From an optimization exercise on the open Yosys and OpenROAD flow, aimed at small area, a short achievable clock period and few clock cycles per item; shortcuts taken in it are not production practice. Function was checked by simulation only, so behaviour that the tests miss may differ from the original. Power figures rest on the tool's default switching activity, not on a simulated workload.

Setup of build 43:
==> flow/design.v (excerpt) <==
module saturating_counter_array (
    input  wire        clk,
    input  wire        rst,             
    input  wire        cmd_valid,
    output wire        cmd_ready,
    input  wire [3:0]  cmd_op,
    input  wire [31:0] cmd_addr,
    output wire        rsp_valid,
    output wire [2:0]  rsp_status,
    output wire [11:0] rsp_data,
    output wire        fault_o,
    output wire [4:0]  peer_rd_idx,
    input  wire [31:0] peer_rd_data,
    input  wire [15:0] peer_size,
    input  wire [7:0]  peer_counter_width,
    input  wire [15:0] peer_threshold,
    input  wire [7:0]  peer_offset_bits,
    input  wire [3:0]  peer_num_masks,
    input  wire [23:0] peer_mask_lsbs,    
    input  wire [23:0] peer_mask_sizes    
);
Size: ~1200 flip-flops, ~0.048 sq mm of cells after synthesis.
export LEC_CHECK = 0
export CAP_MARGIN = 20
export CORE_MARGIN = 2
export CORE_UTILIZATION = 45
export CTS_CLUSTER_DIAMETER = 100
export CTS_CLUSTER_SIZE = 30
export PLACE_DENSITY = 0.6
export SETUP_SLACK_MARGIN = 5
export SLEW_MARGIN = 20
create_clock -name core_clock -period 9.0 [get_ports {clk}]
standard.sh (not shown) runs the stock make flow with config.mk's settings and CLKGATE_MAP_FILE= SYNTH_SCRIPT=/design/flow/synth_recipe.tcl, a recipe that flattens the netlist after the stock synthesis.
==> flow/flow/run.sh <==
#!/bin/bash
# The standard layout, with one change: the port buffers that placement
# inserts on every input and output use buf_2 instead of the default cell.
set -euo pipefail
export BUFFER_PORTS_ARGS="-buffer_cell sky130_fd_sc_hd__buf_2"
bash standard.sh > standard_flow.log 2>&1
Testbench counts of build 43, summed over its fixed seeds: cycles 20,328, commands 12,000.
The following lists how build 5 was set up differently from build 43:
Settings: clearing CTS_CLUSTER_SIZE, which used to be 30; putting TNS_END_PERCENT at 0 where nothing was set; clearing CTS_CLUSTER_DIAMETER, which used to be 100.
==> comparison <==
Of build 43 and build 5, the higher number of H-tree levels belongs to build 5. Compared with build 43, build 5 shows post-route met1 wirelength that has gone down by a few percent. Per the comparison of build 5 with build 43, clock latency reported for the late side of the worst-skew pair went up, relative area of clock buffers and inverters in the final design went up. On met2 track utilization from global routing, build 43 tracks build 5 almost exactly.
diff inputs: build 5 => build 65
Settings: an added CTS_CLUSTER_SIZE of 30; an added CTS_CLUSTER_DIAMETER of 100.
### Flow results
Build 65: all stages complete, timing, DRC and antenna checks passed. Final hold slack delta (build 65 − build 5): favourable. Re sequential fraction of the synthesis area: no difference whatsoever between build 5 and build 65. Power consumption ended up 2000 uW lower on build 65 than on build 5. Of the two values seen for end of the critical path, word_q[10] was produced by build 65 and word_q[2] by build 5. Worst setup slack in build 65 vs build 5: down 0.031 ns. Build 65 supports a lower top clock frequency than build 5. Status: sequential power parity (build 5, build 65).


saturating_counter_array, a different RTL version from the one above (not shown whole).
Size: roughly 3400 cells after synthesis, about 1100 flip-flops, about 190 I/O pins, roughly 48000 µm² of cells after synthesis.
==> flow/config.mk <==
export PLATFORM = sky130hd
export DESIGN_NAME = saturating_counter_array
export DESIGN_NICKNAME = saturating_counter_array
export VERILOG_FILES = /design/flow/design.v
export SDC_FILE = /design/flow/constraint.sdc
export NUM_CORES = 4
export LEC_CHECK = 0
export CAP_MARGIN = 20
export CORE_MARGIN = 2
export CORE_UTILIZATION = 40
export CTS_BUF_LIST = sky130_fd_sc_hd__clkbuf_4 sky130_fd_sc_hd__clkbuf_8
export PLACE_DENSITY = 0.55
export SETUP_SLACK_MARGIN = 4.5
export SLEW_MARGIN = 20
==> flow/constraint.sdc <==
create_clock -name core_clock -period 9.0 [get_ports {clk}]
set_input_delay 1.8000 -clock core_clock [delete_from_list [all_inputs] [get_ports {clk}]]
set_output_delay 1.8000 -clock core_clock [all_outputs]
set_load 0.01 [all_outputs]
Scripts as last shown in full above: flow/flow/run.sh
Testbench counts at the start, summed over its fixed seeds: cycles 20,328, commands 12,000.
Rerun with:
CORE_UTILIZATION = 45   (was 40)
CTS_BUF_LIST = default   (was sky130_fd_sc_hd__clkbuf_4 sky130_fd_sc_hd__clkbuf_8)
PLACE_DENSITY = 0.6   (was 0.55)
SETUP_SLACK_MARGIN = 5   (was 4.5)
Result:
- The changed run finished with timing, DRC and antenna clean
- critical path depth is lower by 5
- worst setup slack gains 0.34 ns
- core utilization is higher by 8.6 points
- final area is higher by 4.6%

port drivers added, routing unchanged:
Ports are ideal in the flow. The routed layouts listed here were re-timed in OpenROAD.
Step 1 (the two cells are an assumption about what drives the block):
set clk [get_ports {clk}]
set_driving_cell -lib_cell sky130_fd_sc_hd__clkbuf_16 $clk
set_driving_cell -lib_cell sky130_fd_sc_hd__buf_2 [delete_from_list [all_inputs] $clk]
Step 2 times the ports against the registers' clock, not the clock port: input delays grow and output delays shrink by t, the midpoint of the rising clock arrivals with the driver on.
Three values: no drivers, after step 1, after step 2; two values: the first two.
| run | shift t [ns] | setup slack, ns | latest minus earliest clock arrival (ns) |
|---|---|---|---|
| build 43 | 0.746 | 4.536 / 4.572 / 3.826 | 0.034 / 0.033 |
| build 5 | 0.797 | 4.483 / 4.526 / 3.729 | 0.037 / 0.036 |
| build 65 | 0.744 | 4.451 / 4.500 / 3.756 | 0.050 / 0.050 |
| the first run of note 2 | 0.941 | 4.383 / 4.419 / 3.478 | 0.080 / 0.081 |
| the second run of note 2 | 0.774 | 4.722 / 4.653 / 4.086 | 0.032 / 0.032 |
After both steps setup and hold are still met in every run listed. The setup slack of the first run of note 2, which loses most, moves by +0.036 ns with the drivers and by -0.905 ns with both steps.
